From an optimization exercise on the open Yosys and OpenROAD flow, aimed at small area, a short achievable clock period and few clock cycles; shortcuts taken in it are not production practice. At most, simulation tests tie the RTL to the original design; equivalence was not proved. Power and IR drop assume default switching activity.

Design frame_rx, start of the top module:
module frame_rx (
    input  wire        clk,
    input  wire        rst,
    input  wire        in_valid,
    input  wire [7:0]  in_data,
    output wire        in_ready,
    output wire        o_valid,
    input  wire        o_ready,
    output wire [1:0]  o_kind,    
    output wire [15:0] o_pn,
    output wire [7:0]  o_type,
    output wire [5:0]  o_len,
    output wire [31:0] o_sid,
    output wire [15:0] o_tf,
    output wire [15:0] o_fi,
    output wire [7:0]  o_data,
    output wire        o_last
);
For scale: roughly 2000 cells after synthesis, ~620 flip-flops, about 27000 um2 of cells after synthesis.
==> module frame_rx, before the edit <==
module frame_rx (
    input  wire        clk,
    input  wire        rst,
    input  wire        in_valid,
    input  wire [7:0]  in_data,
    output wire        in_ready,
    output wire        o_valid,
    input  wire        o_ready,
    output wire [1:0]  o_kind,    
    output wire [15:0] o_pn,
    output wire [7:0]  o_type,
    output wire [5:0]  o_len,
    output wire [31:0] o_sid,
    output wire [15:0] o_tf,
    output wire [15:0] o_fi,
    output wire [7:0]  o_data,
    output wire        o_last
);
    localparam RING = 52;
    function [15:0] crc_byte;
        input [15:0] c_in;
        input [7:0]  b;
        integer k;
        reg [15:0] c;
        begin
            c = c_in ^ {b, 8'h00};
            for (k = 0; k < 8; k = k + 1)
                c = c[15] ? ((c << 1) ^ 16'h1021) : (c << 1);
            crc_byte = c;
        end
    endfunction
    function [15:0] crc_drop;
        input [7:0] b;
        integer k;
        reg [15:0] c;
        begin
            c = crc_byte(16'h0000, b);
            for (k = 0; k < 13; k = k + 1)
                c = crc_byte(c, 8'h00);
            crc_drop = c;
        end
    endfunction
    localparam [15:0] ROLL_CONST = 16'h8166;
    function [5:0] inc;
        input [5:0] x;
        inc = (x == RING - 1) ? 6'd0 : x + 6'd1;
    endfunction
    function [5:0] addm;
        input [5:0] x;
        input [5:0] d;
        reg [6:0] s;
        begin
            s = {1'b0, x} + {1'b0, d};
            addm = (s >= RING) ? s - RING : s[5:0];
        end
    endfunction
    function [5:0] subm;
        input [5:0] a;
        input [5:0] b;
        reg [6:0] s;
        begin
            s = {1'b0, a} - {1'b0, b};
            subm = s[6] ? s + RING : s[5:0];
        end
    endfunction
    reg [7:0]  ring [0:RING-1];
    function [7:0] ring_rd;
        input [5:0] a;
        integer g, k;
        reg [7:0] grp [0:RING/4-1];
        begin
            for (g = 0; g < RING / 4; g = g + 1) begin
                grp[g] = 8'd0;
                for (k = 0; k < 4; k = k + 1)
                    grp[g] = grp[g] | (ring[4*g+k] & {8{a[1:0] == k}});
            end
            ring_rd = grp[a[5:2]];
        end
    endfunction
    reg [5:0]  wp;         
    reg [5:0]  r;          
    reg [7:0]  rb;         
    reg        rbv;
    reg [3:0]  j;          
    reg        incont;     
    reg [5:0]  left;       
    reg        drop;       
    reg [7:0]  w [0:12];   
    reg [15:0] wcrc;       
    reg [15:0] ccrc;       
    reg        lo_ok;
    reg        rdy;
    reg        ov;
    reg [1:0]  okind;
    reg [7:0]  odata;
    reg        olast;
    reg [5:0]  p;          
    reg [5:0]  pc;         
    integer i;
    reg  [5:0] hj;         
    wire [5:0] f       = (ov && okind != 2'd2) ? p : hj;
    wire [5:0] used    = subm(wp, f);
    assign in_ready    = rdy;
    wire       acc_in  = in_valid & rdy;
    wire       avail   = (r != wp);
    wire [7:0] pbyte   = ring_rd(p);
    wire [7:0] rbyte   = ring_rd(r);
    wire       fire    = ov & o_ready;
    wire       last_ev = (okind == 2'd2) || (okind == 2'd0 && pc == 6'd0) ||
                         (okind == 2'd1 && olast);
    wire       can_job = ~ov | (o_ready & last_ev);
    wire       wfree   = ~(ov && okind != 2'd1) | o_ready;
    wire       ps_bad  = (w[4] != 8'd0) || (w[3] > 8'd49);
    wire [5:0] ps      = w[3][5:0];
    wire       is_end  = incont && (left == 6'd0);
    wire       is_lo   = incont ? (left == 6'd1) : (ps == 6'd0);
    wire       is_crc  = incont ? (left > 6'd1) : (ps != 6'd0);
    wire [15:0] cur    = incont ? ccrc : wcrc;
    wire       crc_ok  = lo_ok && (rb == ccrc[15:8]);
    wire       t_le4   = (w[2] <= 8'd4);
    wire       t_le1   = (w[2] <= 8'd1);
    wire       in_fill = (j != 4'd13);
    wire       sliding = !in_fill && !incont && (drop || ps_bad);
    wire       do_fill = in_fill && rbv && wfree;
    wire       do_slide = sliding && rbv;
    wire       in_cont = !in_fill && !sliding;
    wire       at_end  = in_cont && is_end;
    wire       emit_h  = crc_ok && t_le4;
    wire       emit_n  = !crc_ok && t_le1;
    wire       do_cont = in_cont && rbv && !at_end;
    wire       do_end  = at_end && rbv && (!(emit_h || emit_n) || can_job);
    wire       do_emit = do_end && (emit_h || emit_n);
    wire       rewind  = do_end && !(emit_h || emit_n);
    wire       take    = do_fill || do_slide || do_cont || do_end;
    wire [15:0] crc_in   = (in_fill && j == 4'd0) ? 16'hFFFF : cur;
    wire [15:0] crc_nx   = crc_byte(crc_in, rb);
    wire [15:0] roll_crc = crc_nx ^ crc_drop(w[0]) ^ ROLL_CONST;
    wire       pay_next = fire && (okind == 2'd1 && !olast || okind == 2'd0 && pc != 6'd0);
    wire [5:0] p_next   = do_emit ? hj : pay_next ? inc(p) : p;
    wire [5:0] hj_next  = (do_fill || do_slide) ? inc(hj) : do_emit ? r : hj;
    always @(posedge clk) begin
        if (acc_in)
            ring[wp] <= in_data;
    end
    always @(posedge clk) begin
        if (do_fill || do_slide) begin
            for (i = 0; i < 12; i = i + 1)
                w[i] <= w[i+1];
            w[12] <= rb;
        end
    end
    always @(posedge clk) begin
        if ((take || !rbv) && avail && !rewind)
            rb <= rbyte;
    end
    always @(posedge clk) begin
        if (rst) begin
            wp    <= 6'd0;
            hj    <= 6'd0;
            r     <= 6'd0;
            rbv   <= 1'b0;
            j     <= 4'd0;
            incont <= 1'b0;
            drop  <= 1'b0;
            rdy   <= 1'b0;
            ov    <= 1'b0;
        end else begin
            if (acc_in)
                wp <= inc(wp);
            rdy <= (used <= RING - 3) || (used == RING - 2 && !acc_in);
            if (rewind) begin
                r   <= hj;
                rbv <= 1'b0;
            end else if ((take || !rbv) && avail) begin
                r   <= inc(r);
                rbv <= 1'b1;
            end else if (take) begin
                rbv <= 1'b0;
            end
            if (do_fill) begin
                wcrc <= crc_nx;
                j    <= j + 4'd1;
            end
            if (do_slide) begin
                wcrc <= roll_crc;
                drop <= 1'b0;
            end
            if (do_cont) begin
                ccrc <= is_crc ? crc_nx : cur;
                if (is_lo)
                    lo_ok <= (rb == cur[7:0]);
                incont <= 1'b1;
                left   <= incont ? left - 6'd1 : ps;
            end
            if (do_end) begin
                if (do_emit) begin
                    j <= 4'd0;
                end else begin
                    drop <= 1'b1;
                end
                incont <= 1'b0;
            end
            hj <= hj_next;
            if (fire) begin
                if (okind == 2'd1 && !olast || okind == 2'd0 && pc != 6'd0) begin
                    okind <= 2'd1;
                    odata <= pbyte;
                    olast <= (pc == 6'd1);
                    p     <= inc(p);
                    pc    <= pc - 6'd1;
                end else begin
                    ov <= 1'b0;
                end
            end
            if (do_emit) begin
                ov    <= 1'b1;
                okind <= emit_h ? 2'd0 : 2'd2;
                p     <= hj;
                pc    <= ps;
            end
        end
    end
    assign o_valid = ov;
    assign o_kind  = okind;
    assign o_pn    = {w[1], w[0]};
    assign o_type  = w[2];
    assign o_len   = w[3][5:0];
    assign o_sid   = {w[8], w[7], w[6], w[5]};
    assign o_tf    = {w[10], w[9]};
    assign o_fi    = {w[12], w[11]};
    assign o_data  = odata;
    assign o_last  = olast;
endmodule
make LEC_CHECK=0 CAP_MARGIN=20 CORE_MARGIN=2 CORE_UTILIZATION=40 CTS_CLUSTER_DIAMETER=80 CTS_CLUSTER_SIZE=25 PLACE_DENSITY=0.6 SETUP_SLACK_MARGIN=5 SLEW_MARGIN=20 finish   # period 8.0 ns
run.sh (not shown) runs the stock make flow with config.mk's settings and CLKGATE_MAP_FILE= SYNTH_SCRIPT=/design/flow/synth_recipe.tcl, a recipe that flattens the netlist after the stock synthesis.
==> next run, changes <==
--- a/flow/design.v
+++ b/flow/design.v
@@ -63,21 +63,8 @@
             subm = s[6] ? s + RING : s[5:0];
         end
     endfunction
     reg [7:0]  ring [0:RING-1];
-    function [7:0] ring_rd;
-        input [5:0] a;
-        integer g, k;
-        reg [7:0] grp [0:RING/4-1];
-        begin
-            for (g = 0; g < RING / 4; g = g + 1) begin
-                grp[g] = 8'd0;
-                for (k = 0; k < 4; k = k + 1)
-                    grp[g] = grp[g] | (ring[4*g+k] & {8{a[1:0] == k}});
-            end
-            ring_rd = grp[a[5:2]];
-        end
-    endfunction
     reg [5:0]  wp;         
     reg [5:0]  r;          
     reg [7:0]  rb;         
     reg        rbv;
@@ -102,10 +89,9 @@
     wire [5:0] used    = subm(wp, f);
     assign in_ready    = rdy;
     wire       acc_in  = in_valid & rdy;
     wire       avail   = (r != wp);
-    wire [7:0] pbyte   = ring_rd(p);
-    wire [7:0] rbyte   = ring_rd(r);
+    wire [7:0] pbyte   = ring[p];
     wire       fire    = ov & o_ready;
     wire       last_ev = (okind == 2'd2) || (okind == 2'd0 && pc == 6'd0) ||
                          (okind == 2'd1 && olast);
     wire       can_job = ~ov | (o_ready & last_ev);
@@ -150,9 +136,9 @@
         end
     end
     always @(posedge clk) begin
         if ((take || !rbv) && avail && !rewind)
-            rb <= rbyte;
+            rb <= ring[r];
     end
     always @(posedge clk) begin
         if (rst) begin
             wp    <= 6'd0;
After rerunning: The new run finished with timing, DRC and antenna clean. Cell count fell by about 12%. Combinational power drops by about 4%. Critical path depth shrinks by 2. Clock skew shrinks by 0.017 ns. Die area went up by 3.6%. Design area goes up by 0.62%. Core utilization fell by 1.0 points. Routed wire length came out lower by 18%. Non-clock buffer count falls by 29.
Testbench counts after the change, summed over its fixed seeds: cycles 50,804.
Only the layout flow was run in the first run of this note; the RTL was not checked for function there.

==> separate check: timing with driven ports <==
Ports are ideal in the flow. The routed layouts listed here were re-timed in OpenROAD.
Step 1: set_driving_cell puts a clkbuf_16 on clk and a buf_2 on each other input, an assumption about the parent block.
Step 2 also shifts input and output timing later by t, the mid clock arrival at the registers, as if the neighbouring blocks saw the same clock.
a / b / c = ideal ports / drivers / drivers and shift; a / b = the first two.
run | t (ns) | slack for setup (ns) | hold slack, ns
the first run | 0.651 | 4.903 / 4.903 / 4.392 | 0.448 / 0.448 / 0.448
the second run | 0.647 | 4.972 / 4.953 / 4.388 | 0.431 / 0.431 / 0.431
After both steps every run listed still meets setup and hold. For the second run, which loses most, drivers alone change the setup slack by -0.019 ns; drivers and shift together by -0.584 ns.
